This is an optimization exercise on Yosys and OpenROAD, whose aim is a short achievable clock period and few clock cycles, not a production implementation.
RTL that was checked went through simulation tests only; none was proved equivalent to the original.
Only the layout flow was run in run 1; the RTL was not checked for function there.
No run shown here takes its clock network from TritonCTS; it comes from the design's own scripts or RTL.
The flow treats the clock pin as an ideal source. Dropping or thinning the clock tree relies on that and would not hold on a real chip.
Power is estimated from default activity; no workload was simulated.

--- config.mk ---
export PLATFORM = sky130hd
export DESIGN_NAME = line_rasterizer
export DESIGN_NICKNAME = line_rasterizer
export VERILOG_FILES = /design/flow/design.v
export SDC_FILE = /design/flow/constraint.sdc
export NUM_CORES = 4
export LEC_CHECK = 0
export CAP_MARGIN = 20
export CORE_MARGIN = 2
export CORE_UTILIZATION = 55
export PLACE_DENSITY = 0.7
export SETUP_SLACK_MARGIN = 2.5
export SLEW_MARGIN = 20
--- constraint.sdc ---
create_clock -name core_clock -period 4.0 [get_ports {clk}]
set_input_delay 0.8000 -clock core_clock [delete_from_list [all_inputs] [get_ports {clk}]]
set_output_delay 0.8000 -clock core_clock [all_outputs]
set_load 0.01 [all_outputs]
--- design.v ---
module lr_add #(parameter W = 9) (
    input  wire [W-1:0] a,
    input  wire [W-1:0] b,
    input  wire         ci,
    output wire [W-1:0] s,
    output wire         co
);
    reg [W-1:0] g, p, gn, pn, c, px;
    integer i, d;
    always @(*) begin
        px = a ^ b;
        p  = a | b;
        gn[0] = (a[0] & b[0]) | (p[0] & ci);
        pn[0] = p[0];
        for (i = 1; i < W; i = i + 1) begin
            if (i == 1)
                gn[i] = (a[1] & b[1]) | ((p[1] & a[0]) & b[0]) | ((p[1] & p[0]) & ci);
            else
                gn[i] = (a[i] & b[i]) | ((p[i] & a[i-1]) & b[i-1]);
            pn[i] = p[i] & p[i-1];
        end
        g = gn;
        p = pn;
        for (d = 2; d < W; d = d * 2) begin
            gn = g;
            pn = p;
            for (i = d; i < W; i = i + 1) begin
                gn[i] = g[i] | (p[i] & g[i-d]);
                pn[i] = p[i] & p[i-d];
            end
            g = gn;
            p = pn;
        end
        c = {g[W-2:0], ci};
    end
    assign s  = px ^ c;
    assign co = g[W-1];
endmodule
module lr_part9 (
    input  wire [8:0]  a,
    input  wire [8:0]  b,
    input  wire        ci,
    output wire [17:0] part        
);
    wire [3:0] l, m0, m1;
    wire [2:0] h0, h1;
    wire [4:0] unused_co;
    lr_add #(4) u_l  (.a({1'b0, a[2:0]}), .b({1'b0, b[2:0]}), .ci(ci),   .s(l),  .co(unused_co[0]));
    lr_add #(4) u_m0 (.a({1'b0, a[5:3]}), .b({1'b0, b[5:3]}), .ci(1'b0), .s(m0), .co(unused_co[1]));
    lr_add #(4) u_m1 (.a({1'b0, a[5:3]}), .b({1'b0, b[5:3]}), .ci(1'b1), .s(m1), .co(unused_co[2]));
    lr_add #(3) u_h0 (.a(a[8:6]), .b(b[8:6]), .ci(1'b0), .s(h0), .co(unused_co[3]));
    lr_add #(3) u_h1 (.a(a[8:6]), .b(b[8:6]), .ci(1'b1), .s(h1), .co(unused_co[4]));
    assign part = {h1, h0, m1, m0, l};
endmodule
module line_rasterizer (
    input  wire       clk,
    input  wire       rst,      
    input  wire       start,
    input  wire [7:0] x0,
    input  wire [7:0] y0,
    input  wire [7:0] x1,
    input  wire [7:0] y1,
    output wire       ready,
    output wire       write,
    output wire [7:0] x,
    output wire [7:0] y,
    output wire       done
);
    function [8:0] res9;
        input [17:0] pt;
        reg   [3:0]  m;
        begin
            m    = pt[3] ? pt[11:8] : pt[7:4];
            res9 = {(m[3] ? pt[17:15] : pt[14:12]), m[2:0], pt[2:0]};
        end
    endfunction
    reg        a_v;
    reg  [7:0] a_x0, a_y0, a_x1, a_y1;
    reg        rdy_n_q;            
    wire       rdy = !rdy_n_q;
    reg        rdy_o;              
    assign ready = rdy_o;
    reg        b_v;
    reg  [7:0] b_x0, b_y0;
    reg  [17:0] b_dx, b_nx, b_dy, b_ny;    
    reg        c_v;
    reg  [7:0] c_x0, c_y0;
    reg  [8:0] c_dx, c_nx, c_dy, c_ny;
    reg        d_v;
    reg  [7:0] d_x0, d_y0;
    reg  [7:0] d_adx, d_ady;
    reg        d_sxn, d_syn;       
    reg        e_v;
    reg  [7:0] e_x0, e_y0;
    reg  [7:0] e_adx, e_ady;
    reg        e_sxn, e_syn;
    reg  [17:0] e_dmn, e_nmd, e_kx, e_ky;  
    reg        e_zero;             
    reg        f_v;
    reg  [7:0] f_x0, f_y0;
    reg  [7:0] f_adx, f_ady;
    reg        f_sxn, f_syn;
    reg  [8:0] f_dmn, f_nmd, f_kx, f_ky;
    reg        f_zero;
    reg        g_v;
    reg  [7:0] g_x0, g_y0;
    reg        g_sxn, g_syn, g_xm;
    reg  [7:0] g_m;                
    reg        g_last;             
    reg  [8:0] g_k;                
    reg  [8:0] g_ka;               
    reg  [7:0] g_kb;               
    reg        h_v;
    reg  [7:0] h_x0, h_y0, h_ux, h_uy;
    reg        h_sxn, h_syn, h_xm;
    reg  [7:0] h_m;
    reg        h_z1, h_z2, h_last;
    reg  [8:0] h_k0, h_ka;
    reg  [7:0] h_kb;
    reg  [17:0] h_sa, h_sb, h_sc;          
    reg        i_v;
    reg  [7:0] i_x0, i_y0, i_ux, i_uy;
    reg        i_sxn, i_syn, i_xm;
    reg  [7:0] i_m;
    reg        i_z1, i_z2, i_last;
    reg  [8:0] i_k0, i_k1;         
    reg  [8:0] i_c0, i_c1, i_c2;   
    reg        wr_n_q, dn_n_q;     
    wire       wr = !wr_n_q;
    wire       dn = !dn_n_q;
    reg        wr_o, dn_o;         
    reg  [7:0] xo, yo;             
    reg  [7:0] xq_n, yq_n;         
    wire [7:0] xq = ~xq_n;
    wire [7:0] yq = ~yq_n;
    reg  [7:0] ux, uy;             
    reg        sxn, syn, xm;
    reg  [7:0] r;                  
    reg        z1, z2;             
    reg  [8:0] kk;                 
    wire       st = !kk[8];        
    reg        dp;                 
    reg        first;              
    reg  [8:0] k1h;                
    reg  [8:0] c0, c1, c2;         
    reg  [4:0] a0l, a1l, a2l;      
    reg  [4:0] a0h0, a1h0, a2h0;   
    reg  [4:0] a0h1, a1h1, a2h1;   
    assign write = wr_o;
    assign done  = dn_o;
    assign x     = xo;
    assign y     = yo;
    reg  q_free, i_free, h_free, g_free, f_free, e_free, d_free, c_free, b_free;
    wire take   = i_v && q_free;                
    wire accept = start && rdy;
    wire run    = wr && !dn;                    
    wire [17:0] dxp, nxp, dyp, nyp;
    lr_part9 u_dx (.a({1'b0, a_x1}), .b(~{1'b0, a_x0}), .ci(1'b1), .part(dxp));
    lr_part9 u_nx (.a({1'b0, a_x0}), .b(~{1'b0, a_x1}), .ci(1'b1), .part(nxp));
    lr_part9 u_dy (.a({1'b0, a_y1}), .b(~{1'b0, a_y0}), .ci(1'b1), .part(dyp));
    lr_part9 u_ny (.a({1'b0, a_y0}), .b(~{1'b0, a_y1}), .ci(1'b1), .part(nyp));
    wire [17:0] dmnp, nmdp, kxp, kyp;
    lr_part9 u_dmn (.a({1'b0, d_adx}), .b(~{1'b0, d_ady}),       .ci(1'b1),      .part(dmnp));
    lr_part9 u_nmd (.a({1'b0, d_ady}), .b(~{1'b0, d_adx}),       .ci(1'b1),      .part(nmdp));
    lr_part9 u_kx  (.a({1'b0, d_ady}), .b(~{2'b0, d_adx[7:1]}),  .ci(!d_adx[0]), .part(kxp));
    lr_part9 u_ky  (.a({1'b0, d_adx}), .b(~{2'b0, d_ady[7:1]}),  .ci(!d_ady[0]), .part(kyp));
    wire [17:0] sap, sbp, scp;
    lr_part9 u_sa (.a(g_k),  .b(g_ka),          .ci(1'b0), .part(sap));
    lr_part9 u_sb (.a(g_k),  .b({1'b0, g_kb}),  .ci(1'b0), .part(sbp));
    lr_part9 u_sc (.a(g_ka), .b({1'b0, g_kb}),  .ci(1'b0), .part(scp));
    reg  [7:0] n_ux, n_uy;
    integer i;
    always @(*) begin
        for (i = 0; i < 8; i = i + 1) begin
            n_ux[i] = &((g_x0 ^ {8{g_sxn}}) | ~((8'd1 << i) - 8'd1));
            n_uy[i] = &((g_y0 ^ {8{g_syn}}) | ~((8'd1 << i) - 8'd1));
        end
    end
    wire [4:0] a0l_n, a1l_n, a2l_n, a0h0_n, a1h0_n, a2h0_n, a0h1_n, a1h1_n, a2h1_n;
    wire [8:0] unused_co7;
    lr_add #(5) u_a0l  (.a({1'b0, kk[3:0]}), .b({1'b0, c0[3:0]}), .ci(1'b0), .s(a0l_n),  .co(unused_co7[0]));
    lr_add #(5) u_a1l  (.a({1'b0, kk[3:0]}), .b({1'b0, c1[3:0]}), .ci(1'b0), .s(a1l_n),  .co(unused_co7[1]));
    lr_add #(5) u_a2l  (.a({1'b0, kk[3:0]}), .b({1'b0, c2[3:0]}), .ci(1'b0), .s(a2l_n),  .co(unused_co7[2]));
    lr_add #(5) u_a0h0 (.a(kk[8:4]), .b(c0[8:4]), .ci(1'b0), .s(a0h0_n), .co(unused_co7[3]));
    lr_add #(5) u_a1h0 (.a(kk[8:4]), .b(c1[8:4]), .ci(1'b0), .s(a1h0_n), .co(unused_co7[4]));
    lr_add #(5) u_a2h0 (.a(kk[8:4]), .b(c2[8:4]), .ci(1'b0), .s(a2h0_n), .co(unused_co7[5]));
    lr_add #(5) u_a0h1 (.a(kk[8:4]), .b(c0[8:4]), .ci(1'b1), .s(a0h1_n), .co(unused_co7[6]));
    lr_add #(5) u_a1h1 (.a(kk[8:4]), .b(c1[8:4]), .ci(1'b1), .s(a1h1_n), .co(unused_co7[7]));
    lr_add #(5) u_a2h1 (.a(kk[8:4]), .b(c2[8:4]), .ci(1'b1), .s(a2h1_n), .co(unused_co7[8]));
    wire [8:0] a0 = {(a0l[4] ? a0h1 : a0h0), a0l[3:0]};
    wire [8:0] a1 = {(a1l[4] ? a1h1 : a1h0), a1l[3:0]};
    wire [8:0] a2 = {(a2l[4] ? a2h1 : a2h0), a2l[3:0]};
    wire [8:0] kk_nx = (dp && st) ? a2 : ((dp || st) ? a1 : a0);
    wire mvx = xm || st;
    wire mvy = !xm || st;
    wire [7:0] x_st = xq ^ ux;
    wire [7:0] y_st = yq ^ uy;
    reg  [7:0] ux_st, uy_st, r_nx;
    always @(*) begin
        for (i = 0; i < 8; i = i + 1) begin
            ux_st[i] = &((x_st ^ {8{sxn}}) | ~((8'd1 << i) - 8'd1));
            uy_st[i] = &((y_st ^ {8{syn}}) | ~((8'd1 << i) - 8'd1));
            r_nx[i]  = r[i] ^ ~|(r & ((8'd1 << i) - 8'd1));
        end
    end
    wire a_vn  = accept || (a_v && !b_free);
    wire b_vn  = a_v || !b_free;
    wire c_vn  = b_v || !c_free;
    wire d_vn  = c_v || !d_free;
    wire e_vn  = d_v || !e_free;
    wire f_vn  = e_v || !f_free;
    wire g_vn  = f_v || !g_free;
    wire h_vn  = g_v || !h_free;
    wire i_vn  = h_v || !i_free;
    wire w_n   = take || run;
    wire dn_n  = take ? i_last : (run && z1);
    wire q_fn  = !w_n || dn_n;
    wire i_fn  = !i_vn || q_fn;
    wire h_fn  = !h_vn || i_fn;
    wire g_fn  = !g_vn || h_fn;
    wire f_fn  = !f_vn || g_fn;
    wire e_fn  = !e_vn || f_fn;
    wire d_fn  = !d_vn || e_fn;
    wire c_fn  = !c_vn || d_fn;
    wire b_fn  = !b_vn || c_fn;
    wire rdy_n = !(rdy || (a_v && !b_free)) || b_fn;
    always @(posedge clk) begin
        if (rst) begin
            a_v    <= 1'b0;
            b_v    <= 1'b0;
            c_v    <= 1'b0;
            d_v    <= 1'b0;
            e_v    <= 1'b0;
            f_v    <= 1'b0;
            g_v    <= 1'b0;
            h_v    <= 1'b0;
            i_v    <= 1'b0;
            wr_n_q <= 1'b1;
            dn_n_q <= 1'b1;
            wr_o   <= 1'b0;
            dn_o   <= 1'b0;
            rdy_n_q <= 1'b0;
            rdy_o  <= 1'b1;
            q_free <= 1'b1;
            h_free <= 1'b1;
            i_free <= 1'b1;
            g_free <= 1'b1;
            f_free <= 1'b1;
            e_free <= 1'b1;
            d_free <= 1'b1;
            c_free <= 1'b1;
            b_free <= 1'b1;
        end else begin
            a_v    <= a_vn;
            b_v    <= b_vn;
            c_v    <= c_vn;
            d_v    <= d_vn;
            e_v    <= e_vn;
            f_v    <= f_vn;
            g_v    <= g_vn;
            h_v    <= h_vn;
            i_v    <= i_vn;
            wr_n_q <= !w_n;
            dn_n_q <= !dn_n;
            wr_o   <= w_n;
            dn_o   <= dn_n;
            rdy_n_q <= !rdy_n;
            rdy_o  <= rdy_n;
            q_free <= q_fn;
            h_free <= h_fn;
            i_free <= i_fn;
            g_free <= g_fn;
            f_free <= f_fn;
            e_free <= e_fn;
            d_free <= d_fn;
            c_free <= c_fn;
            b_free <= b_fn;
        end
        if (rdy) begin
            a_x0 <= x0;
            a_y0 <= y0;
            a_x1 <= x1;
            a_y1 <= y1;
        end
        if (b_free) begin
            b_x0  <= a_x0;
            b_y0  <= a_y0;
            b_dx  <= dxp;
            b_nx  <= nxp;
            b_dy  <= dyp;
            b_ny  <= nyp;
        end
        if (c_free) begin
            c_x0 <= b_x0;
            c_y0 <= b_y0;
            c_dx <= res9(b_dx);
            c_nx <= res9(b_nx);
            c_dy <= res9(b_dy);
            c_ny <= res9(b_ny);
        end
        if (d_free) begin
            d_x0  <= c_x0;
            d_y0  <= c_y0;
            d_adx <= c_dx[8] ? c_nx[7:0] : c_dx[7:0];
            d_ady <= c_dy[8] ? c_ny[7:0] : c_dy[7:0];
            d_sxn <= c_dx[8];
            d_syn <= c_dy[8];
        end
        if (e_free) begin
            e_x0   <= d_x0;
            e_y0   <= d_y0;
            e_adx  <= d_adx;
            e_ady  <= d_ady;
            e_sxn  <= d_sxn;
            e_syn  <= d_syn;
            e_dmn  <= dmnp;
            e_nmd  <= nmdp;
            e_kx   <= kxp;
            e_ky   <= kyp;
            e_zero <= (d_adx == 8'd0) && (d_ady == 8'd0);
        end
        if (f_free) begin
            f_x0   <= e_x0;
            f_y0   <= e_y0;
            f_adx  <= e_adx;
            f_ady  <= e_ady;
            f_sxn  <= e_sxn;
            f_syn  <= e_syn;
            f_dmn  <= res9(e_dmn);
            f_nmd  <= res9(e_nmd);
            f_kx   <= res9(e_kx);
            f_ky   <= res9(e_ky);
            f_zero <= e_zero;
        end
        if (g_free) begin
            g_x0   <= f_x0;
            g_y0   <= f_y0;
            g_sxn  <= f_sxn;
            g_syn  <= f_syn;
            g_xm   <= !f_dmn[8];
            g_m    <= f_dmn[8] ? f_ady : f_adx;
            g_last <= f_zero;
            g_k    <= f_dmn[8] ? f_ky : f_kx;
            g_ka   <= f_dmn[8] ? f_dmn : f_nmd;
            g_kb   <= f_dmn[8] ? f_adx : f_ady;
        end
        if (h_free) begin
            h_x0   <= g_x0;
            h_y0   <= g_y0;
            h_ux   <= n_ux;
            h_uy   <= n_uy;
            h_sxn  <= g_sxn;
            h_syn  <= g_syn;
            h_xm   <= g_xm;
            h_m    <= g_m;
            h_z1   <= g_m == 8'd1;
            h_z2   <= g_m == 8'd2;
            h_last <= g_last;
            h_k0   <= g_k;
            h_ka   <= g_ka;
            h_kb   <= g_kb;
            h_sa   <= sap;
            h_sb   <= sbp;
            h_sc   <= scp;
        end
        if (i_free) begin
            i_x0   <= h_x0;
            i_y0   <= h_y0;
            i_ux   <= h_ux;
            i_uy   <= h_uy;
            i_sxn  <= h_sxn;
            i_syn  <= h_syn;
            i_xm   <= h_xm;
            i_m    <= h_m;
            i_z1   <= h_z1;
            i_z2   <= h_z2;
            i_last <= h_last;
            i_k0   <= h_k0;
            i_k1   <= h_k0[8] ? res9(h_sb) : res9(h_sa);
            i_c0   <= {h_kb, 1'b0};
            i_c1   <= res9(h_sc);
            i_c2   <= {h_ka[7:0], 1'b0};
        end
        xo <= take ? i_x0 : ((run && mvx) ? x_st : xq);
        yo <= take ? i_y0 : ((run && mvy) ? y_st : yq);
        xq_n <= ~(take ? i_x0 : ((run && mvx) ? x_st : xq));
        yq_n <= ~(take ? i_y0 : ((run && mvy) ? y_st : yq));
        ux <= take ? i_ux : ((run && mvx) ? ux_st : ux);
        uy <= take ? i_uy : ((run && mvy) ? uy_st : uy);
        r  <= take ? i_m  : r_nx;
        z1 <= take ? i_z1 : z2;
        z2 <= take ? i_z2 : (r == 8'd3);
        kk <= take ? i_k0 : (first ? k1h : kk_nx);
        dp <= st;
        first <= take;
        k1h <= i_k1;
        a0l  <= a0l_n;
        a1l  <= a1l_n;
        a2l  <= a2l_n;
        a0h0 <= a0h0_n;
        a1h0 <= a1h0_n;
        a2h0 <= a2h0_n;
        a0h1 <= a0h1_n;
        a1h1 <= a1h1_n;
        a2h1 <= a2h1_n;
        if (take) begin
            sxn <= i_sxn;
            syn <= i_syn;
            xm  <= i_xm;
            c0  <= i_c0;
            c1  <= i_c1;
            c2  <= i_c2;
        end
    end
endmodule
--- flow/run.sh ---
#!/bin/bash
# Layout: the standard ORFS flow (standard.sh: standard synthesis,
# floorplan, placement, routing), except that the clock tree is built by
# flow/cts_hook.tcl (two levels of clkbuf_16 from the clock port, about
# FLAT_CTS_LEAF flip-flops per leaf buffer) in place of TritonCTS, and the
# timing repair may resize cells to other footprints. The make output goes
# to standard_flow.log; every tool's own log is under orfs/logs/.
set -euo pipefail
here=$(pwd)
FLAT_CTS_LEAF=20 bash standard.sh PRE_CTS_TCL="$here/flow/cts_hook.tcl" MATCH_CELL_FOOTPRINT=0 finish > "$here/standard_flow.log" 2>&1
--- flow/cts_hook.tcl ---
# Clock tree of two levels: the clock port drives a few clkbuf_16 buffers, each
# driving several clkbuf_16 leaf buffers; each leaf buffer drives a cluster of
# about FLAT_CTS_LEAF flip-flops. Clusters come from a size-balanced k-means on
# placed positions and buffers sit at their cluster's centre, so every
# register sees the same two buffer stages. Replaces TritonCTS, whose deeper
# tree has a larger insertion delay for this small design.

# points: list of {id x y}; returns {assignment centres sizes}
proc flat_cts_cluster { points nk } {
  set n [llength $points]
  set sx 0; set sy 0
  foreach s $points { set sx [expr {$sx + [lindex $s 1]}]; set sy [expr {$sy + [lindex $s 2]}] }
  set mx [expr {double($sx) / $n}]; set my [expr {double($sy) / $n}]
  set ang {}
  foreach s $points { lappend ang [list [expr {atan2([lindex $s 2] - $my, [lindex $s 1] - $mx)}] $s] }
  set ang [lsort -real -index 0 $ang]
  set cent {}
  for {set k 0} {$k < $nk} {incr k} {
    set s [lindex [lindex $ang [expr {int(($k + 0.5) * $n / $nk)}]] 1]
    lappend cent [list [expr {double([lindex $s 1])}] [expr {double([lindex $s 2])}]]
  }
  set cap [expr {int(ceil(double($n) / $nk))}]
  for {set iter 0} {$iter < 40} {incr iter} {
    set pairs {}
    set i 0
    foreach s $points {
      for {set k 0} {$k < $nk} {incr k} {
        set c [lindex $cent $k]
        set d [expr {abs([lindex $s 1] - [lindex $c 0]) + abs([lindex $s 2] - [lindex $c 1])}]
        lappend pairs [list $d $i $k]
      }
      incr i
    }
    set pairs [lsort -real -index 0 $pairs]
    set asg [lrepeat $n -1]
    set cnt [lrepeat $nk 0]
    foreach p $pairs {
      lassign $p d i k
      if {[lindex $asg $i] >= 0} continue
      if {[lindex $cnt $k] >= $cap} continue
      lset asg $i $k
      lset cnt $k [expr {[lindex $cnt $k] + 1}]
    }
    set newc {}
    for {set k 0} {$k < $nk} {incr k} { lappend newc [list 0.0 0.0 0] }
    set i 0
    foreach s $points {
      set k [lindex $asg $i]
      lassign [lindex $newc $k] ax ay ac
      lset newc $k [list [expr {$ax + [lindex $s 1]}] [expr {$ay + [lindex $s 2]}] [expr {$ac + 1}]]
      incr i
    }
    set cent {}
    foreach c $newc {
      lassign $c ax ay ac
      if {$ac == 0} { set ac 1 }
      lappend cent [list [expr {$ax / $ac}] [expr {$ay / $ac}]]
    }
  }
  return [list $asg $cent $cnt]
}

proc flat_cts_buffer { block master name cx cy innet } {
  set inst [odb::dbInst_create $block $master $name]
  set net [odb::dbNet_create $block "net_$name"]
  $net setSigType CLOCK
  set w [$master getWidth]; set h [$master getHeight]
  $inst setLocation [expr {int($cx - $w / 2)}] [expr {int($cy - $h / 2)}]
  $inst setPlacementStatus PLACED
  [$inst findITerm A] connect $innet
  [$inst findITerm X] connect $net
  return $net
}

proc clock_tree_synthesis { args } {
  set leafsize 30
  if { [info exists ::env(FLAT_CTS_LEAF)] } { set leafsize $::env(FLAT_CTS_LEAF) }
  set ntop 4
  if { [info exists ::env(FLAT_CTS_TOP)] } { set ntop $::env(FLAT_CTS_TOP) }
  set block [ord::get_db_block]
  set db [ord::get_db]
  set clknet [$block findNet clk]
  set master [$db findMaster sky130_fd_sc_hd__clkbuf_16]
  set sinks {}
  set its {}
  set i 0
  foreach it [$clknet getITerms] {
    set bx [[$it getInst] getBBox]
    lappend sinks [list $i [expr {([$bx xMin] + [$bx xMax]) / 2.0}] [expr {([$bx yMin] + [$bx yMax]) / 2.0}]]
    lappend its $it
    incr i
  }
  set n [llength $sinks]
  set nleaf [expr {int(ceil(double($n) / $leafsize))}]
  if {$nleaf < $ntop} { set ntop $nleaf }
  puts "flat CTS: $n sinks, $nleaf leaf buffers, $ntop top buffers"
  lassign [flat_cts_cluster $sinks $nleaf] lasg lcent lcnt
  puts "flat CTS: leaf cluster sizes $lcnt"
  set leaves {}
  set k 0
  foreach c $lcent { lappend leaves [list $k [lindex $c 0] [lindex $c 1]]; incr k }
  lassign [flat_cts_cluster $leaves $ntop] tasg tcent tcnt
  puts "flat CTS: top cluster sizes $tcnt"
  set topnets {}
  for {set t 0} {$t < $ntop} {incr t} {
    lassign [lindex $tcent $t] cx cy
    lappend topnets [flat_cts_buffer $block $master "clkbuf_top_$t" $cx $cy $clknet]
  }
  set leafnets {}
  for {set k 0} {$k < $nleaf} {incr k} {
    lassign [lindex $lcent $k] cx cy
    lappend leafnets [flat_cts_buffer $block $master "clkbuf_leaf_$k" $cx $cy [lindex $topnets [lindex $tasg $k]]]
  }
  set i 0
  foreach it $its {
    $it disconnect
    $it connect [lindex $leafnets [lindex $lasg $i]]
    incr i
  }
  set_propagated_clock [all_clocks]
}
--- standard.sh ---
#!/bin/bash
# synth_recipe.tcl (not shown) runs the flow's synth.tcl, then flattens the netlist and writes it again
# the make line also repeats each setting of config.mk as NAME=value (left out here)
make -C /OpenROAD-flow-scripts/flow DESIGN_CONFIG=/design/flow/config.mk WORK_HOME=/design/flow/orfs CLKGATE_MAP_FILE= SYNTH_SCRIPT=/design/flow/synth_recipe.tcl "${@:-finish}"
==> results by group, run 1 <==
Floorplan
  • I/O pins: 54
  • Die H: 244 um
  • DIE WIDTH: 244 um
  • Die ar.: 0.0596 mm2
  • Core area: 0.0574 mm2
  • Starting density of the core: 55.3%
  • Site Rows: 88

Final layout
  • Area grow syn2layout: 12.9%
  • Filler Cells Inserted: 4,050
  • Diodes inserted: 0
  • Nets: 2,421
  • Share of cells above drive strength 1: 19.9%
  • Post-route design area: 0.0358 mm2

Routing
  • Met1 wire length: 21,700 um
  • DRT Pass-1 Iters: 7
  • Met3 wire len: 1380 um
  • DR iter-0 viols: 746
  • DR DRC count: 0
  • Routed WL: 50,800 um
  • Routed Antenna Nets: 0
  • Via count: 15,300
  • Drt wl/cell: 17.1 um
  • Metal2 WL: 26,000 um
  • Top routing layer in use: met4
  • Vias per cell: 5.16

Synthesis
  • Seq/Total Area, Yosys: 71.2%
  • Cells after synthesis: 2,018
  • Most common cell in the netlist: edfxtp_1
  • EDFF count, synth: 666
  • Synth top area share: 63.0%
  • Synth Area per Inst: 15.7 um2
  • Ys flop type: edfxtp_1
  • Synth top area cells: edfxtp_1, dfxtp_1, ha_1, mux2_2, xnor2_1
  • Post-synthesis register bit count: 796
  • Post-Syn Nets: 2,242
  • Yosys cell types: 49
  • Top cells by count, synth: edfxtp_1, ha_1, inv_1, dfxtp_1, mux2_2
  • Syn. warnings: 4
  • FFs w/ async S/R, synth: 0%
  • Mapped Area: 0.0317 mm2
  • Yosys top cell by area: edfxtp_1

Setup path
  • Crit. End Element: flip-flop
  • Worst Path Max Fanout: 3
  • Critical path data arrival time: 2.02 ns
  • Setup CP Type: reg2reg
  • Startpoint type of the worst setup path: flip-flop
  • CP required: 4.27 ns

Place
  • Final GP Congestion: 0.777
  • DP HPWL: 32,200 um
  • Port Buf Inserts: 53
  • DP Area: 0.0332 mm2

Power and ir drop
  • Logic gate share of total power: 24.6%
  • Tot Pwr: 23,200 uW
  • Max VDD drop: 0.000358 V
  • Sw Share: 26.7%
  • Internal power: 17,000 uW
  • Lkg Pwr: 0.0142 uW
  • Power share of the sequential group: 56.9%
  • Clock power frac: 18.5%
  • P per Cell Area: 649 mW/mm2
  • NetSw: 6190 uW

Clock tree
  • Clock latency on the worst-skew pair: 0.40 ns
  • CTS clk-pin slew, worst paths: 0.08 ns

STA
  • Max-slew headroom: 52.2%
  • Setup-failing EPs final: 0
  • Max-slew violation count: 0
  • Hold Vio Cnt, Final: 0
  • Total negative slack: 0 ns
  • RSZ-0062 raised after global routing: true
  • Final min period: 1.75 ns
  • Fmax: 0.570 GHz
  • Clock skew: 0.0281 ns
  • Fin crit share: 43.8%
  • Worst Tran Pin Value: 0.716 ns

Run
  • Max-cap violations: 0

GRT
  • Pin count of the biggest net entering global routing: 79
  • First-pass GRT wire length: 79,000 um
  • Global route overflow: 0
  • Initial antenna violation count: 0
  • GRT Util Overall: 16.3%
  • Number of global-route vias before repair: 15,300

Run status
  • Status: timing/DRC/antenna clean

Hold path
  • Hold Crit Class: reg2reg
## path summary, 6_finish.rpt
path,from,to,slack (ns),depth (start not counted)
min reg2reg,i_k1[5],k1h[5],0.34,0
max reg2reg,ux[2],ux[6],2.25,4
max,ux[2],ux[6],2.25,4
min,i_k1[5],k1h[5],0.34,0
## sequential cells by signal, indices dropped and copies added (netlist names), 11 cells and up
signal / count
h_sc: 18
e_dmn: 18
e_ky: 18
e_kx: 18
b_dx: 18
h_sb: 18
b_ny: 11
e_nmd: 13
b_nx: 11
b_dy: 18
h_sa: 18
## what timing repair did
item,in CTS,in global routing
hold buffers,0,0
pin swaps,11,22
setup endpoints to repair,395,259
resized for setup,154,90
buffers inserted,50,54
gates cloned,1,0
## metrics by stage
stage / utilization [%] / instances / worst slack [ns] / hold WS (ns)
finish: 62.4 / 2960 / 2.25 / 0.344
global route: 62.4 / 2960 / 2.19 / 0.351
detailed placement: 57.9 / 2811 / 1.42 / 0.327
CTS: 61.0 / 2906 / 2.22 / 0.345
global placement: 57.9 / 2811 / 1.58 / 0.328
floorplan: - / 2018 / 2.16 / 0.323
## layer usage
| metal | up-vias | GRT usage (%) |
|---|---|---|
| met3 | 87 | 1.47 |
| met5 | - | 0 |
| li1 | 7553 | - |
| met2 | 200 | 29.5 |
| met1 | 7424 | 21.1 |
| met4 | 0 | 4.23 |
## power groups by stage
stage | clock network, uW | registers, uW | logic [uW]
3_3_place_gp | 0 | 13400 | 4630
4_1_cts | 4390 | 13300 | 5190
3_5_place_dp | 0 | 13500 | 4760
5_1_grt | 4650 | 13500 | 6340
2_1_floorplan | 0 | 12900 | 3870
6_report | 4300 | 13200 | 5710
## logic make-up (layout without fill, tap and decap cells)
group                    after synthesis  after routing  share of synthesized area (%)
AO/OA/AOI/OAI                        218            218                           4.31
XOR/XNOR                             158            158                           4.36
adder cells (fa/ha/maj)              189            189                           7.50
buffers and inverters                218            394                           2.60
flip-flops                           796            796                           71.2
multiplexers                         178            178                           6.09
AND/OR/NAND/NOR                      261            262                           3.88
## worst max-delay path: stages, from the launching register on
cell,delay [ns]
edfxtp_1,0.42
xor2_1,0.19
or4b_4,0.55
a221oi_4,0.31
a22o_1,0.16
## layout by cell type (no fill, tap or decap), types with 14 or more instances in the layout
cell type        instances
dfxtp_1                106
clkdlybuf4s50_1         33
nand2_1                 54
mux2_2                 118
a21oi_1                 59
buf_4                   93
edfxtp_1               666
xor2_1                  63
xnor2_1                 86
ha_1                   168
nor2_1                  97
nand3_1                 25
o21bai_1                38
clkbuf_16               44
a31oi_1                 22
inv_1                  167
ha_2                    15
mux2i_1                 46
o21ai_0                 30
a22oi_1                 14
buf_6                   16
## layout make-up
class | instances | area, um2 | share of cell area, %
sequential | 796 | 22700 | 63.3
multi-input combinational | 1005 | 8860 | 24.7
timing repair buffer | 168 | 1540 | 4.29
buffer | 44 | 1100 | 3.08
tap | 765 | 957 | 2.67
inverter | 182 | 693 | 1.94
==> run 2: changes to the inputs <==
--- a/design.v
+++ b/design.v
@@ -199,6 +199,6 @@
     always @(*) begin
         for (i = 0; i < 8; i = i + 1) begin
-            ux_st[i] = &((x_st ^ {8{sxn}}) | ~((8'd1 << i) - 8'd1));
-            uy_st[i] = &((y_st ^ {8{syn}}) | ~((8'd1 << i) - 8'd1));
+            ux_st[i] = &(({xq[7:1], !xq[0]} ^ {8{sxn}}) | ~((8'd1 << i) - 8'd1));
+            uy_st[i] = &(({yq[7:1], !yq[0]} ^ {8{syn}}) | ~((8'd1 << i) - 8'd1));
             r_nx[i]  = r[i] ^ ~|(r & ((8'd1 << i) - 8'd1));
         end
==> run 2 against run 1 <==
Net effect:
- still clean
- sequential share of layout area down 0.26 points
- sequential power is essentially flat
- critical path depth down 3
- cell count shrank 0.41%
- clock power is essentially flat
- area after synthesis is essentially flat
- flip-flop and latch count unchanged
- worst hold slack better by 0.0018 ns
- routed wire length up 3.4%
- highest routed layer unchanged
==> results by group, run 2 <==
Synthesis
  • Post-synthesis register bit count: 796 (unchanged)
  • Synth top area cells: edfxtp_1, dfxtp_1, ha_1, mux2_2, xnor2_1
  • EDFF count, synth: 666 (unchanged)
  • Top cells by count, synth: edfxtp_1, ha_1, inv_1, mux2_2, dfxtp_1
  • FFs w/ async S/R, synth: 0% (unchanged)
  • Synth Area per Inst: 15.8 um2 (+0.43%)
  • Syn. warnings: 4 (unchanged)
  • Mapped Area: 0.0317 mm2 (about the same)
  • Synth top area share: 63.1% (about the same)
  • Cells after synthesis: 2,008 (-0.50%)
  • Yosys cell types: 62 (+27%)
  • Most common cell in the netlist: edfxtp_1
  • Ys flop type: edfxtp_1
  • Post-Syn Nets: 2,232 (-0.45%)
  • Seq/Total Area, Yosys: 71.3% (about the same)
  • Yosys top cell by area: edfxtp_1

Final layout
  • Filler Cells Inserted: 4,032 (-0.44%)
  • Commonest non-fill, non-tap cell in the layout: edfxtp_1
  • Diodes inserted: 0 (unchanged)
  • Most frequent cells in the layout: edfxtp_1, inv_1, ha_1, mux2_2, dfxtp_1
  • Final Core Density: 63.4% (+1.0 points)
  • Post-route design area: 0.0360 mm2 (+0.44%)
  • Non-Filler Instances: 2,948 (-0.41%)
  • Nets: 2,418 (-0.12%)
  • Area grow syn2layout: 13.4%
  • Share of cells above drive strength 1: 20.9% (+1.0 points)

Hold path
  • Start point of the worst hold path: i_k1[2]
  • Hold Crit Class: reg2reg

STA
  • Setup-failing EPs final: 0 (unchanged)
  • Worst Tran Pin Value: 0.620 ns (-0.0969 ns)
  • Max-slew violation count: 0 (unchanged)
  • RSZ-0062 raised after global routing: true
  • Final min period: 1.64 ns (-0.109 ns)
  • Total negative slack: 0 ns (unchanged)
  • Hold Vio Cnt, Final: 0 (unchanged)
  • Max-slew headroom: 58.7% (+6.5 points)
  • Fmax: 0.608 GHz (+6.6%)
  • Fin crit share: 41.1% (-2.7 points)
  • Clock skew: 0.0297 ns (+0.00162 ns)

Place
  • Placed insts: 2,794 (-0.60%)
  • DP HPWL: 33,000 um (+2.4%)
  • Final GP Congestion: 0.821 (+5.6%)
  • Port Buf Inserts: 53 (unchanged)
  • DP Area: 0.0332 mm2 (-0.11%)

Routing
  • Routed Antenna Nets: 0 (unchanged)
  • Metal2 WL: 27,200 um (+4.5%)
  • Via count: 15,400 (+0.90%)
  • Met3 wire len: 1670 um (+21%)
  • DR DRC count: 0 (unchanged)
  • Routed WL: 52,500 um (+3.4%)
  • Met1 wire length: 22,200 um (+2.4%)
  • Vias per cell: 5.22 (+1.3%)
  • DRT Pass-1 Iters: 6 (-1)
  • DR iter-0 viols: 783 (+5.0%)
  • Drt wl/cell: 17.8 um (+3.9%)
  • Top routing layer in use: met4

Setup path
  • Critical path depth: 1 (-3)
  • Critical path data arrival time: 0.84 ns (-1.18 ns)
  • CP required: 3.20 ns (-1.07 ns)
  • CP cell instances: buf_6
  • CP top delay family: flip-flops
  • Crit. End Element: output pin
  • R2r setup slk: 2.42 ns (+0.17 ns)
  • CP Launch Point: xo[5]
  • Buffers & Inverters on Critical Path: 1 (+1)
  • Crit-path slowest cell: dfxtp_2
  • R2r startpoint: kk[4]
  • Worst Reg-to-Reg Cells: 7 (+3)
  • Setup CP Type: reg2out
  • Critical Path Max Stage Delay: 0.34 ns (-0.21 ns)
  • End point of the critical path: x[5]
  • Startpoint type of the worst setup path: flip-flop
  • Reg2reg end: a0h1[4]
  • Worst Path Max Fanout: 1 (-2)

Floorplan
  • DIE WIDTH: 244 um (about the same)
  • Core area: 0.0567 mm2 (-1.1%)
  • Starting density of the core: 55.9% (+0.60 points)
  • Die H: 244 um (about the same)
  • Site Rows: 87 (-1.1%)
  • Die ar.: 0.0596 mm2 (about the same)
  • I/O pins: 54 (unchanged)

Clock tree
  • Clock latency on the worst-skew pair: 0.41 ns (about the same)
  • CTS clk-pin slew, worst paths: 0.09 ns (about the same)
  • Hold-fix buffers, CTS: 0 (unchanged)

GRT
  • Initial antenna violation count: 0 (unchanged)
  • Pin count of the biggest net entering global routing: 50 (-37%)
  • Number of global-route vias before repair: 15,700 (+2.1%)
  • Global route overflow: 0 (unchanged)
  • GRT Util Overall: 17.2% (+0.91 points)
  • First-pass GRT wire length: 82,800 um (+4.9%)

Power and ir drop
  • P per Cell Area: 638 mW/mm2 (-1.6%)
  • Tot Pwr: 22,900 uW (-1.2%)
  • Lkg Pwr: 0.0142 uW (-0.23%)
  • Max VDD drop: 0.000333 V (-7.0%)

Run
  • Max-cap violations: 0 (unchanged)

Run status
  • Status: timing/DRC/antenna clean
-- run 2: cell types whose count changed after synthesis, moves of 4 or more --
cell | previous run | this run
mux2_2 | 121 | 135
a21oi_1 | 66 | 57
mux2i_1 | 57 | 42
xor2_1 | 66 | 56
o21ai_0 | 34 | 30
clkbuf_1 | 24 | 12
or3_1 | 1 | 5
buf_2 | 5 | 11
nand3_1 | 25 | 35
-- run 2: cells by family (layout without fill, tap and decap cells) --
kind of cell	after synthesis	after routing	share of synthesized area [%]
AO/OA/AOI/OAI	206	206	4.10
XOR/XNOR	146	146	4.06
adder cells (fa/ha/maj)	189	189	7.51
buffers and inverters	215	398	2.67
flip-flops	796	796	71.3
multiplexers	177	177	6.12
AND/OR/NAND/NOR	279	280	4.24
-- run 2: how the worst min path moves through the flow --
stage | end | slack (ns) | depth (start not counted)
finish | k1h[2] | 0.35 | 0
global route | k1h[1] | 0.35 | 0
CTS | k1h[4] | 0.35 | 0
global placement | k1h[1] | 0.33 | 0
detailed placement | k1h[4] | 0.33 | 0
floorplan | k1h[0] | 0.32 | 0
-- run 2: final cells by class --
class                   count  area, um2  area share, %
plain buffers              44       1100           3.06
repair buffers            171       1640           4.55
multi-input cells         998       8890           24.7
flip-flops and latches    796      22700           63.0
well taps                 756        946           2.63
inverters                 183        727           2.02
-- run 2: through the flow --
stage | setup WS (ns) | hold slack, ns
floorplan | 2.32 | 0.323
global placement | 1.71 | 0.326
detailed placement | 1.59 | 0.327
CTS | 2.34 | 0.346
global route | 2.33 | 0.354
finish | 2.36 | 0.346
-- run 2: per-layer routing --
layer | vias to the layer above | GRT usage [%]
met5 | - | 0
met4 | 0 | 3.19
met3 | 93 | 1.59
met2 | 237 | 31.5
met1 | 7521 | 22.6
li1 | 7550 | -
-- run 2: repair_timing --
item | in CTS | in global routing
setup buffers | 57 | 51
gates resized for setup | 152 | 107
setup endpoints to repair | 397 | 129
endpoints found under the hold margin | 0 | 0
cloned | 2 | 0
pin swaps | 9 | 22
-- run 2: where the power goes --
part	internal (uW)	switching, uW	leakage (uW)
combinational	2950	2570	0.00550
sequential	12000	1160	0.00813
clock	1960	2340	0.000542
-- run 2: worst reg2reg max path, cell delays in order, from the launching register on --
cell and delay [ns]:
dfxtp_4 0.38, clkinvlp_4 0.21, buf_4 0.22, ha_4 0.14
a21boi_4 0.13, o21bai_2 0.16, a21boi_1 0.10, xor2_1 0.14
Testbench counts of run 2, summed over its fixed seeds: cycles 65,687.
==> run 3: changes to the inputs <==
--- a/config.mk
+++ b/config.mk
@@ -8,6 +8,6 @@
 export CAP_MARGIN = 20
 export CORE_MARGIN = 2
-export CORE_UTILIZATION = 55
-export PLACE_DENSITY = 0.7
+export CORE_UTILIZATION = 65
+export PLACE_DENSITY = 0.8
 export SETUP_SLACK_MARGIN = 2.5
 export SLEW_MARGIN = 20
==> run 3 against run 2 <==
Net effect:
- sequential share of layout area grew 0.35 points
- sequential power about the same
- worst hold slack lost 0.0011 ns
- total power is 0.62% higher
- critical path depth is the same
- register-to-register slack about the same
- area after synthesis unchanged
- clock power about the same
- still clean
- via count up 2.8%
- highest routed layer unchanged
- die area decreased by 15%
==> results by group, run 3 <==
Setup path
  • Worst Path Max Fanout: 1 (unchanged)
  • Startpoint type of the worst setup path: flip-flop
  • CP cell instances: buf_2
  • Crit. End Element: output pin
  • CP top delay family: flip-flops
  • Critical Path Max Stage Delay: 0.32 ns (-0.02 ns)
  • Critical path data arrival time: 0.85 ns (about the same)
  • R2r setup slk: 2.42 ns (about the same)
  • Buffers & Inverters on Critical Path: 1 (unchanged)
  • Crit-path slowest cell: dfxtp_1
  • CP required: 3.20 ns (about the same)
  • R2r startpoint: q_free
  • Worst Reg-to-Reg Cells: 6 (-1)
  • Critical path depth: 1 (unchanged)
  • Reg2reg end: b_free
  • Setup CP Type: reg2out

Synthesis
  • Ys flop type: edfxtp_1
  • Mapped Area: 0.0317 mm2 (unchanged)
  • Syn. warnings: 4 (unchanged)
  • Most common cell in the netlist: edfxtp_1
  • Synth top area share: 63.1% (unchanged)
  • Synth Area per Inst: 15.8 um2 (unchanged)
  • FFs w/ async S/R, synth: 0% (unchanged)
  • Seq/Total Area, Yosys: 71.3% (unchanged)
  • Yosys top cell by area: edfxtp_1
  • EDFF count, synth: 666 (unchanged)
  • Post-synthesis register bit count: 796 (unchanged)
  • Cells after synthesis: 2,008 (unchanged)
  • Yosys cell types: 62 (unchanged)
  • Top cells by count, synth: edfxtp_1, ha_1, inv_1, mux2_2, dfxtp_1
  • Synth top area cells: edfxtp_1, dfxtp_1, ha_1, mux2_2, xnor2_1
  • Post-Syn Nets: 2,232 (unchanged)

Place
  • DP HPWL: 33,000 um (-0.13%)
  • Dpl ws: 1.53 ns (-0.0539 ns)
  • Final GP Congestion: 0.836 (+1.9%)
  • Port Buf Inserts: 53 (unchanged)

STA
  • Clock skew: 0.0244 ns (-0.00536 ns)
  • Setup-failing EPs final: 0 (unchanged)
  • Fin crit share: 41.2% (+0.057 points)
  • Hold Vio Cnt, Final: 0 (unchanged)
  • Fmax: 0.607 GHz (-0.14%)
  • Max-slew violation count: 0 (unchanged)
  • Worst Tran Pin Value: 0.702 ns (+0.0819 ns)
  • Final worst slack: 2.35 ns (-0.00228 ns)
  • Max-slew headroom: 53.2% (-5.5 points)
  • Total negative slack: 0 ns (unchanged)
  • Final min period: 1.65 ns (+0.00228 ns)
  • RSZ-0062 raised after global routing: true

Routing
  • DR iter-0 viols: 1,253 (+60%)
  • Vias per cell: 5.64 (+8.0%)
  • Routed Antenna Nets: 0 (unchanged)
  • DRT Pass-1 Iters: 5 (-1)
  • Drt wl/cell: 19.8 um (+11%)
  • DR DRC count: 0 (unchanged)
  • Via count: 15,800 (+2.8%)
  • Routed WL: 55,400 um (+5.5%)

Floorplan
  • Site Rows: 80 (-8.0%)
  • I/O pins: 54 (unchanged)
  • Die H: 225 um (-7.9%)
  • Starting density of the core: 66.1% (+10 points)
  • Core area: 0.0479 mm2 (-15%)
  • DIE WIDTH: 225 um (-7.9%)
  • Die ar.: 0.0506 mm2 (-15%)

Hold path
  • Start point of the worst hold path: i_k1[7]
  • Hold Path End: k1h[7]
  • Hold Crit Depth: 0 (unchanged)
  • Hold Crit Class: reg2reg

Power and ir drop
  • P per Cell Area: 645 mW/mm2 (+1.2%)
  • Lkg Pwr: 0.0142 uW (+0.25%)
  • Max VDD drop: 0.000397 V (+19%)

GRT
  • Global route overflow: 0 (unchanged)
  • GRT Util Overall: 21.1% (+3.9 points)
  • First-pass GRT wire length: 83,900 um (+1.3%)
  • Pin count of the biggest net entering global routing: 45 (-10%)
  • Number of global-route vias before repair: 16,000 (+2.1%)
  • Initial antenna violation count: 0 (unchanged)

Run
  • Max-cap violations: 0 (unchanged)

Run status
  • Status: timing/DRC/antenna clean

Clock tree
  • CTS clk-pin slew, worst paths: 0.08 ns (about the same)
  • Clock latency on the worst-skew pair: 0.41 ns (about the same)
  • Hold-fix buffers, CTS: 0 (unchanged)

Final layout
  • Area grow syn2layout: 12.8%
  • Diodes inserted: 0 (unchanged)
  • Most frequent cells in the layout: edfxtp_1, inv_1, ha_1, mux2_2, dfxtp_1
  • Commonest non-fill, non-tap cell in the layout: edfxtp_1
  • Share of cells above drive strength 1: 20.9% (-0.027 points)
  • Nets: 2,416 (-0.083%)
## run 3: metal layers
| metal | track usage, % | wire length [um] | vias up |
|---|---|---|---|
| met5 | 0 | 0 | - |
| met4 | 5.98 | 1590 | 0 |
| met2 | 39.6 | 29700 | 343 |
| li1 | - | - | 7543 |
| met1 | 26.1 | 22200 | 7842 |
| met3 | 1.97 | 1910 | 100 |
## run 3: cell type report
type / count / area (um2)
Sequential cell: 796 / 22700
Fill cell: 2716 / 12200
Multi-Input combinational cell: 998 / 8870
Timing Repair Buffer: 168 / 1620
Buffer: 44 / 1100
Tap cell: 615 / 769
Inverter: 183 / 726
Timing Repair inverter: 1 / 11.3
## run 3: cells by family (layout without fill, tap and decap cells)
group / count (synthesis) / count (layout) / synth area share, %
xor+xnor: 146 / 146 / 4.06
flops: 796 / 796 / 71.3
mux: 177 / 177 / 6.12
buf+inv: 215 / 396 / 2.67
fa+ha+maj: 189 / 189 / 7.51
compound gates: 206 / 206 / 4.10
simple gates: 279 / 280 / 4.24
## run 3: metrics by stage
stage	total power (uW)	instances	area (um2)	hold WS (ns)	utilization, %
5_1_grt	24200	2805	35800	0.368	74.6
2_1_floorplan	16500	2008	31800	0.323	-
6_report	23100	2805	35800	0.345	74.6
4_1_cts	22600	2760	34900	0.344	72.9
3_5_place_dp	18000	2652	33000	0.327	68.8
3_3_place_gp	17700	2652	33000	0.329	68.8
## run 3: timing repair
| action | CTS | global route |
|---|---|---|
| pin swaps | 15 | 14 |
| gates cloned | 2 | 1 |
| gates resized for setup | 150 | 102 |
| endpoints found under the setup margin | 475 | 133 |
| setup buffers | 62 | 44 |
## run 3: worst max path at each step
| stage | start | slack, ns | end |
|---|---|---|---|
| 6_report | dn_o | 2.35 | done |
| 5_1_grt | yo[4] | 2.33 | y[4] |
| 4_1_cts | yo[4] | 2.34 | y[4] |
| 3_5_place_dp | q_free | 1.53 | kk[2] |
| 3_3_place_gp | rst | 1.71 | b_free |
| 2_1_floorplan | e_free | 2.32 | rdy_n_q |
## run 3: worst reg2reg max path, cell delays in order (launching register included)
cell and delay (ns):
dfxtp_4 0.43, nand2_8 0.13, clkinv_16 0.11, o2111ai_4 0.19, nor4b_4 0.30, buf_4 0.19
o21ai_1 0.11
## run 3: power by group
group | total [uW] | leakage (uW) | internal (uW) | switching (uW)
Clock | 4330 | 0.000542 | 1960 | 2370
Combinational | 5590 | 0.00554 | 2940 | 2650
Sequential | 13200 | 0.00813 | 12000 | 1200
==> run 4: changes to the inputs <==
==> flow/run.sh (replaced) <==
#!/bin/bash
# Layout: the standard ORFS flow (standard.sh: standard synthesis,
# floorplan, placement, routing), except that the clock tree is built by
# flow/cts_hook.tcl in place of TritonCTS: the clock port drives four
# clkinv_16, each driving several clkinv_8 that each drive about
# FLAT_CTS_LEAF flip-flops, so every register's clock passes the same two
# inverters; the timing repair may resize cells to other footprints. The
# make output goes to standard_flow.log; every tool's own log is under
# orfs/logs/.
set -euo pipefail
here=$(pwd)
export FLAT_CTS_LEAF=20
export FLAT_CTS_TOP_CELL=sky130_fd_sc_hd__clkinv_16
export FLAT_CTS_LEAF_CELL=sky130_fd_sc_hd__clkinv_8
bash standard.sh PRE_CTS_TCL="$here/flow/cts_hook.tcl" MATCH_CELL_FOOTPRINT=0 finish > "$here/standard_flow.log" 2>&1
--- a/flow/cts_hook.tcl
+++ b/flow/cts_hook.tcl
@@ -1,8 +1,10 @@
-# Clock tree of two levels: the clock port drives a few clkbuf_16 buffers, each
-# driving several clkbuf_16 leaf buffers; each leaf buffer drives a cluster of
-# about FLAT_CTS_LEAF flip-flops. Clusters come from a size-balanced k-means on
-# placed positions and buffers sit at their cluster's centre, so every
-# register sees the same two buffer stages. Replaces TritonCTS, whose deeper
-# tree has a larger insertion delay for this small design.
+# Clock tree of two levels: the clock port drives a few top cells, each
+# driving several leaf cells; each leaf cell drives a cluster of about
+# FLAT_CTS_LEAF flip-flops. The cells are clkbuf_16 unless FLAT_CTS_TOP_CELL
+# and FLAT_CTS_LEAF_CELL name others (two inverters keep the clock's sense).
+# Clusters come from a size-balanced k-means on placed positions and the
+# cells sit at their cluster's centre, so every register sees the same two
+# stages. Replaces TritonCTS, whose deeper tree has a larger insertion delay
+# for this small design.
 
 # points: list of {id x y}; returns {assignment centres sizes}
@@ -62,4 +64,6 @@
 
 proc flat_cts_buffer { block master name cx cy innet } {
+  set opin X
+  if { [$master findMTerm Y] != "NULL" } { set opin Y }
   set inst [odb::dbInst_create $block $master $name]
   set net [odb::dbNet_create $block "net_$name"]
@@ -69,5 +73,5 @@
   $inst setPlacementStatus PLACED
   [$inst findITerm A] connect $innet
-  [$inst findITerm X] connect $net
+  [$inst findITerm $opin] connect $net
   return $net
 }
@@ -81,5 +85,10 @@
   set db [ord::get_db]
   set clknet [$block findNet clk]
-  set master [$db findMaster sky130_fd_sc_hd__clkbuf_16]
+  set topcell sky130_fd_sc_hd__clkbuf_16
+  set leafcell sky130_fd_sc_hd__clkbuf_16
+  if { [info exists ::env(FLAT_CTS_TOP_CELL)] } { set topcell $::env(FLAT_CTS_TOP_CELL) }
+  if { [info exists ::env(FLAT_CTS_LEAF_CELL)] } { set leafcell $::env(FLAT_CTS_LEAF_CELL) }
+  set topmaster [$db findMaster $topcell]
+  set master [$db findMaster $leafcell]
   set sinks {}
   set its {}
@@ -105,5 +114,5 @@
   for {set t 0} {$t < $ntop} {incr t} {
     lassign [lindex $tcent $t] cx cy
-    lappend topnets [flat_cts_buffer $block $master "clkbuf_top_$t" $cx $cy $clknet]
+    lappend topnets [flat_cts_buffer $block $topmaster "clkbuf_top_$t" $cx $cy $clknet]
   }
   set leafnets {}
--- a/config.mk
+++ b/config.mk
@@ -8,6 +8,6 @@
 export CAP_MARGIN = 20
 export CORE_MARGIN = 2
-export CORE_UTILIZATION = 65
-export PLACE_DENSITY = 0.8
+export CORE_UTILIZATION = 55
+export PLACE_DENSITY = 0.7
 export SETUP_SLACK_MARGIN = 2.5
 export SLEW_MARGIN = 20
==> run 4 against run 3 <==
Net effect:
- highest routed layer unchanged
- sequential power about the same
- area after synthesis unchanged
- still clean
- critical path type is now reg2reg
- clock power down 25%
- die area up 18%
- critical endpoint is now a1h1[4]
- worst hold slack better by 0.0026 ns
==> results by group, run 4 <==
Final layout
  • Nets: 2,418 (+0.083%)
  • Diodes inserted: 0 (unchanged)
  • Area grow syn2layout: 12.0%
  • Commonest non-fill, non-tap cell in the layout: edfxtp_1
  • Most frequent cells in the layout: edfxtp_1, inv_1, ha_1, mux2_2, dfxtp_1
  • Share of cells above drive strength 1: 20.4% (-0.43 points)

Setup path
  • Critical path depth: 7 (+6)
  • Setup CP Type: reg2reg
  • Crit. End Element: flip-flop
  • Buffers & Inverters on Critical Path: 2 (+1)
  • Worst Reg-to-Reg Cells: 7 (+1)
  • CP required: 4.17 ns (+0.97 ns)
  • Critical path data arrival time: 1.73 ns (+0.88 ns)
  • CP cell instances: clkinvlp_4 -> buf_4 -> ha_4 -> a21boi_4 -> o21bai_2 -> a21boi_1 -> xor2_1
  • CP top delay family: buffers and inverters
  • Startpoint type of the worst setup path: flip-flop
  • Critical Path Max Stage Delay: 0.38 ns (+0.06 ns)
  • Crit-path slowest cell: dfxtp_4
  • Worst Path Max Fanout: 6 (+5)

Synthesis
  • Top cells by count, synth: edfxtp_1, ha_1, inv_1, mux2_2, dfxtp_1
  • Post-synthesis mux area share: 6.12% (unchanged)
  • EDFF count, synth: 666 (unchanged)
  • XOR/XNOR share of the synthesized area: 4.06% (unchanged)
  • Most common cell in the netlist: edfxtp_1
  • Synth top area share: 63.1% (unchanged)
  • Syn. warnings: 4 (unchanged)
  • Mapped Area: 0.0317 mm2 (unchanged)
  • FFs w/ async S/R, synth: 0% (unchanged)
  • Adder-cell share of the synthesized area: 7.51% (unchanged)
  • Yosys top cell by area: edfxtp_1
  • Post-Syn Nets: 2,232 (unchanged)
  • Post-synthesis compound-gate area fraction: 4.10% (unchanged)
  • Synth top area cells: edfxtp_1, dfxtp_1, ha_1, mux2_2, xnor2_1
  • Main combinational cell family by area after synthesis: adder cells
  • Yosys cell types: 62 (unchanged)
  • Seq/Total Area, Yosys: 71.3% (unchanged)
  • Cells after synthesis: 2,008 (unchanged)
  • Post-synthesis register bit count: 796 (unchanged)
  • Synth Area in Simple Gates: 4.24% (unchanged)
  • Synth Area per Inst: 15.8 um2 (unchanged)
  • Ys flop type: edfxtp_1

Floorplan
  • Die ar.: 0.0596 mm2 (+18%)
  • Starting density of the core: 55.9% (-10 points)
  • I/O pins: 54 (unchanged)
  • Core area: 0.0567 mm2 (+18%)
  • Die H: 244 um (+8.6%)
  • DIE WIDTH: 244 um (+8.6%)
  • Site Rows: 87 (+8.8%)

STA
  • Final min period: 1.55 ns (-0.0927 ns)
  • Worst Tran Pin Value: 0.655 ns (-0.0461 ns)
  • RSZ-0062 raised after global routing: true
  • Max-slew violation count: 0 (unchanged)
  • Total negative slack: 0 ns (unchanged)
  • Hold Vio Cnt, Final: 0 (unchanged)
  • Fin crit share: 38.9% (-2.3 points)
  • Fmax: 0.643 GHz (+6.0%)
  • Max-slew headroom: 56.3% (+3.1 points)
  • Final worst slack: 2.45 ns (+0.0927 ns)
  • Clock skew: 0.0288 ns (+0.00442 ns)
  • Hold slack final: 0.347 ns (+0.00264 ns)
  • Setup-failing EPs final: 0 (unchanged)

Clock tree
  • Clock latency on the worst-skew pair: 0.28 ns (-0.13 ns)
  • Hold-fix buffers, CTS: 0 (unchanged)
  • CTS clk-pin slew, worst paths: 0.09 ns (about the same)

Power and ir drop
  • Power share of the sequential group: 60.1% (+3.1 points)
  • Max VDD drop: 0.000468 V (+18%)
  • Logic gate share of total power: 25.1% (+0.9 points)
  • Sw Share: 29.6% (+2.7 points)
  • P per Cell Area: 615 mW/mm2 (-4.8%)
  • Clock power frac: 14.8% (-3.9 points)
  • NetSw: 6470 uW (+4.1%)
  • Lkg Pwr: 0.0139 uW (-2.0%)
  • Internal power: 15,400 uW (-9.0%)

Routing
  • DR DRC count: 0 (unchanged)
  • Drt wl/cell: 17.6 um (-11%)
  • Routed Antenna Nets: 0 (unchanged)
  • DR iter-0 viols: 873 (-30%)
  • Via count: 15,300 (-3.2%)
  • Routed WL: 51,800 um (-6.5%)
  • DRT Pass-1 Iters: 5 (unchanged)
  • Vias per cell: 5.20 (-7.9%)

Hold path
  • Hold Crit Depth: 0 (unchanged)
  • Hold Crit Class: reg2reg

Place
  • DP HPWL: 33,000 um (+0.13%)
  • Dpl ws: 1.59 ns (+0.0539 ns)
  • Port Buf Inserts: 53 (unchanged)
  • Final GP Congestion: 0.821 (-1.9%)

GRT
  • First-pass GRT wire length: 82,500 um (-1.6%)
  • Pin count of the biggest net entering global routing: 50 (+11%)
  • Number of global-route vias before repair: 15,600 (-2.8%)
  • Initial antenna violation count: 0 (unchanged)
  • GRT Util Overall: 17.2% (-4.0 points)
  • Global route overflow: 0 (unchanged)

Run
  • Max-cap violations: 0 (unchanged)

Run status
  • Status: timing/DRC/antenna clean
run 4: cell count changes in the layout (fill, tap and decap cells not counted), moves of 4 or more:
cell	change
clkinv_16	+4
buf_4	+4
clkbuf_16	-44
clkinv_8	+40
dfxtp_1	+4
run 4: path summary, 6_finish.rpt:
kind	startpoint	end	slack, ns
setup / recovery	kk[4]	a1h1[4]	2.45
hold / removal	i_k1[4]	k1h[4]	0.35
setup reg to reg	kk[4]	a1h1[4]	2.45
hold reg to reg	i_k1[4]	k1h[4]	0.35
run 4: metrics by stage:
| step | instances | utilization (%) | power [uW] | cell area (um2) |
|---|---|---|---|---|
| after floorplan | 2008 | - | 16500 | 31800 |
| after global placement | 2794 | 58.5 | 17800 | 33200 |
| after detailed placement | 2794 | 58.5 | 18000 | 33200 |
| after CTS | 2902 | 61.3 | 21600 | 34800 |
| after global routing | 2948 | 62.6 | 23100 | 35500 |
| final | 2948 | 62.6 | 21800 | 35500 |
run 4: power groups by stage:
stage          Clock [uW]  Combinational (uW)  Sequential, uW
3_3_place_gp            0                4470           13300
5_1_grt              3640                6090           13400
4_1_cts              3330                5110           13200
6_report             3240                5480           13100
2_1_floorplan           0                3750           12800
3_5_place_dp            0                4590           13400
run 4: repair_timing:
| item | in CTS | in global routing |
|---|---|---|
| resized for setup | 157 | 88 |
| setup buffers | 62 | 46 |
| cloned | 2 | 0 |
| endpoints found under the setup margin | 399 | 127 |
| pin swaps | 8 | 20 |
run 4: layer usage:
layer	GRT usage [%]	vias to the layer above	part of all wire, %	routed length [um]
met5	0	-	0	0
li1	-	7546	-	-
met2	31.2	214	52	26800
met1	22.8	7492	43	22200
met3	1.53	77	2.9	1520
met4	3.23	0	2.6	1320
run 4: cell families (layout without fill, tap and decap cells):
group / after synthesis / in the layout
buffers and inverters: 215 / 398
multiplexers: 177 / 177
AO/OA/AOI/OAI: 206 / 206
AND/OR/NAND/NOR: 279 / 280
XOR/XNOR: 146 / 146
adder cells (fa/ha/maj): 189 / 189
flip-flops: 796 / 796
run 4: cell type report:
type / instances / area [um2]
Sequential cell: 796 / 22700
Fill cell: 4073 / 21200
Timing Repair Buffer: 171 / 1600
Multi-Input combinational cell: 998 / 8810
Inverter: 227 / 1500
Tap cell: 756 / 946
run 4: worst reg2reg max path, delay by kind of cell (launching register included):
| family | cells | cell delay, ns |
|---|---|---|
| xor+xnor | 1 | 0.14 |
| flops | 1 | 0.38 |
| compound gates | 3 | 0.37 |
| buf+inv | 2 | 0.41 |
| fa+ha+maj | 1 | 0.14 |
==> run 5: changes to the inputs <==
--- a/config.mk
+++ b/config.mk
@@ -10,4 +10,4 @@
 export CORE_UTILIZATION = 55
 export PLACE_DENSITY = 0.7
-export SETUP_SLACK_MARGIN = 2.5
+export SETUP_SLACK_MARGIN = 2.7
 export SLEW_MARGIN = 20
==> run 5 against run 4 <==
Net effect:
- still clean
- total power rose by 14%
- design area rose by 13%
- clock power barely moved
- critical path type unchanged
- largest power group unchanged
==> results by group, run 5 <==
Synthesis
  • Post-Syn Nets: 2,232 (unchanged)
  • Ys flop type: edfxtp_1
  • Mapped Area: 0.0317 mm2 (unchanged)
  • Cells after synthesis: 2,008 (unchanged)
  • Synth top area share: 63.1% (unchanged)
  • Yosys top cell by area: edfxtp_1
  • Synth Area per Inst: 15.8 um2 (unchanged)
  • Yosys cell types: 62 (unchanged)
  • Syn. warnings: 4 (unchanged)
  • Post-synthesis register bit count: 796 (unchanged)
  • Top cells by count, synth: edfxtp_1, ha_1, inv_1, mux2_2, dfxtp_1
  • EDFF count, synth: 666 (unchanged)
  • FFs w/ async S/R, synth: 0% (unchanged)
  • Most common cell in the netlist: edfxtp_1
  • Synth top area cells: edfxtp_1, dfxtp_1, ha_1, mux2_2, xnor2_1
  • Seq/Total Area, Yosys: 71.3% (unchanged)

Clock tree
  • Clock latency on the worst-skew pair: 0.30 ns (+0.02 ns)
  • CTS clk-pin slew, worst paths: 0.09 ns (about the same)

Floorplan
  • Starting density of the core: 55.9% (unchanged)
  • Site Rows: 87 (unchanged)
  • Die ar.: 0.0596 mm2 (unchanged)
  • Core area: 0.0567 mm2 (unchanged)
  • DIE WIDTH: 244 um (unchanged)
  • Die H: 244 um (unchanged)
  • I/O pins: 54 (unchanged)

Place
  • Port Buf Inserts: 53 (unchanged)
  • Placed insts: 2,794 (unchanged)
  • Final GP Congestion: 0.816 (-0.57%)
  • DP HPWL: 32,900 um (-0.22%)

Final layout
  • Commonest non-fill, non-tap cell in the layout: edfxtp_1
  • Nets: 2,583 (+6.8%)
  • Area grow syn2layout: 26.3%
  • Filler Cells Inserted: 3,385 (-17%)
  • Diodes inserted: 0 (unchanged)
  • Share of cells above drive strength 1: 40.9% (+21 points)
  • Non-Filler Instances: 3,113 (+5.6%)
  • Most frequent cells in the layout: edfxtp_1, buf_4, inv_1, buf_6

Setup path
  • Worst Reg-to-Reg Cells: 4 (-3)
  • Critical Path Max Stage Delay: 0.49 ns (+0.11 ns)
  • CP required: 4.03 ns (-0.14 ns)
  • Reg2reg end: i_k1[7]
  • Startpoint type of the worst setup path: flip-flop
  • Crit. End Element: flip-flop
  • CP top delay family: multiplexers
  • Buffers & Inverters on Critical Path: 0 (-2)
  • Setup CP Type: reg2reg
  • R2r startpoint: h_sb[3]
  • Crit-path slowest cell: edfxtp_1
  • Worst Path Max Fanout: 3 (-3)
  • CP cell instances: mux2i_4 -> mux2_4 -> nand2_1 -> o21ai_1
  • R2r setup slk: 2.45 ns (about the same)
  • Critical path data arrival time: 1.59 ns (-0.14 ns)

Run status
  • Status: timing/DRC/antenna clean

GRT
  • Global route overflow: 0 (unchanged)
  • First-pass GRT wire length: 91,200 um (+11%)
  • Number of global-route vias before repair: 17,000 (+9.3%)
  • Pin count of the biggest net entering global routing: 44 (-12%)
  • Initial antenna violation count: 0 (unchanged)
  • GRT Util Overall: 19.2% (+2.0 points)

STA
  • Fmax: 0.644 GHz (+0.15%)
  • Worst Tran Pin Value: 0.463 ns (-0.192 ns)
  • Hold slack final: 0.346 ns (-0.00166 ns)
  • Setup-failing EPs final: 0 (unchanged)
  • RSZ-0062 raised after global routing: true
  • Final min period: 1.55 ns (-0.00234 ns)
  • Max-slew headroom: 69.1% (+13 points)
  • Hold Vio Cnt, Final: 0 (unchanged)
  • Fin crit share: 38.8% (-0.059 points)
  • Max-slew violation count: 0 (unchanged)
  • Clock skew: 0.0359 ns (+0.00705 ns)
  • Total negative slack: 0 ns (unchanged)

Routing
  • DRT Pass-1 Iters: 5 (unchanged)
  • Via count: 16,700 (+8.6%)
  • Routed Antenna Nets: 0 (unchanged)
  • Routed WL: 62,000 um (+20%)
  • Vias per cell: 5.35 (+2.9%)
  • DR DRC count: 0 (unchanged)
  • Drt wl/cell: 19.9 um (+13%)
  • DR iter-0 viols: 922 (+5.6%)

Power and ir drop
  • Lkg Pwr: 0.0154 uW (+10%)
  • P per Cell Area: 620 mW/mm2 (+0.88%)
  • Max VDD drop: 0.000447 V (-4.5%)

Hold path
  • Hold Crit Class: reg2reg
  • Hold Path End: k1h[7]
  • Start point of the worst hold path: i_k1[7]
  • Hold Crit Depth: 0 (unchanged)

Run
  • Max-cap violations: 0 (unchanged)
==> run 5: through the flow <==
stage	area [um2]	total power (uW)	worst slack, ns	utilization [%]
2_1_floorplan	32200	16800	2.32	-
3_3_place_gp	33500	18000	1.71	59.1
3_5_place_dp	33500	18300	1.62	59.1
4_1_cts	37700	23200	2.45	66.5
5_1_grt	40000	26100	2.42	70.6
6_report	40000	24800	2.45	70.6
==> run 5: power breakdown <==
part | total [uW] | internal, uW | switching [uW]
sequential | 13200 | 12000 | 1190
combinational | 8380 | 4590 | 3790
clock | 3270 | 470 | 2800
total | 24800 | 17000 | 7790
==> run 5: logic make-up after synthesis <==
kind of cell / Yosys count / share of synthesized area (%)
buffers and inverters: 215 / 2.67
adder cells (fa/ha/maj): 189 / 7.51
flip-flops: 796 / 71.3
AO/OA/AOI/OAI: 206 / 4.10
AND/OR/NAND/NOR: 279 / 4.24
XOR/XNOR: 146 / 4.06
multiplexers: 177 / 6.12
==> run 5: cell type report <==
type / count / area (um2) / share of cell area [%]
Inverter: 227 / 1580 / 3.93
Timing Repair Buffer: 335 / 3440 / 8.59
Sequential cell: 796 / 22700 / 56.6
Tap cell: 756 / 946 / 2.36
Multi-Input combinational cell: 997 / 11400 / 28.4
Timing Repair inverter: 2 / 16.3 / 0.0406
==> run 5: worst register-to-register path: cells and delay by family (launching register included) <==
family | cells | cell delay, ns
AO/OA/AOI/OAI | 1 | 0.07
flip-flops | 1 | 0.49
multiplexers | 2 | 0.71
AND/OR/NAND/NOR | 1 | 0.05
==> run 5: worst max-delay path by stage <==
| stage | from | to | depth (start not counted) | slack (ns) |
|---|---|---|---|---|
| 4_1_cts | h_sb[3] | i_k1[8] | 4 | 2.45 |
| 6_report | h_sb[3] | i_k1[7] | 4 | 2.45 |
| 3_5_place_dp | rst | rdy_o | 5 | 1.62 |
| 2_1_floorplan | e_free | rdy_n_q | 4 | 2.32 |
| 3_3_place_gp | rst | rdy_o | 5 | 1.71 |
| 5_1_grt | z1 | b_free | 4 | 2.42 |
==> run 5: metal layers <==
metal	routed length, um	vias to the layer above	global-route usage, %
met5	0	-	0
met3	1650	126	1.50
met4	2050	0	5.63
li1	-	7885	-
met2	33500	292	35.9
met1	24800	8348	23.8
==> run 5: timing repair <==
action	CTS	global route
endpoints found under the setup margin	728	329
cloned	7	2
pin swaps	120	163
hold buffers	0	0
resized for setup	506	349
setup buffers	181	85
hold endpoints to repair	0	0

afterwards: timing with drivers on the ports:
The results above use ideal ports. As a check the final layouts listed here were re-extracted and re-timed, cells and wires unchanged.
Step 1 sets driving cells, clkbuf_16 on the clock port and buf_2 on the other inputs (assumed; they add their load-dependent delay and slew).
Step 2, shift: input delay + t, output delay - t, t = (earliest + latest rising clock arrival at the registers) / 2. This alone moves slack from input paths to output paths.
Three values: ideal, step 1, step 2; two values: the first two.
run	shift t [ns]	setup WS [ns]	worst setup path after step 2	worst data-port slew with drivers (ns)	pins driven straight from the clock port
run 1	0.504	2.246 / 2.238 / 2.157	input to register	0.04	4
run 2	0.512	2.355 / 2.236 / 2.125	input to register	0.04	4
run 3	0.517	2.353 / 2.233 / 2.003	input to register	0.04	4
run 4	0.522	2.446 / 2.212 / 2.196	input to register	0.05	4
run 5	0.534	2.448 / 2.218 / 2.178	input to register	0.05	4
After both steps setup and hold are still met in every run listed. The setup slack of run 3, which loses most, moves by -0.120 ns with the drivers and by -0.350 ns with both steps.
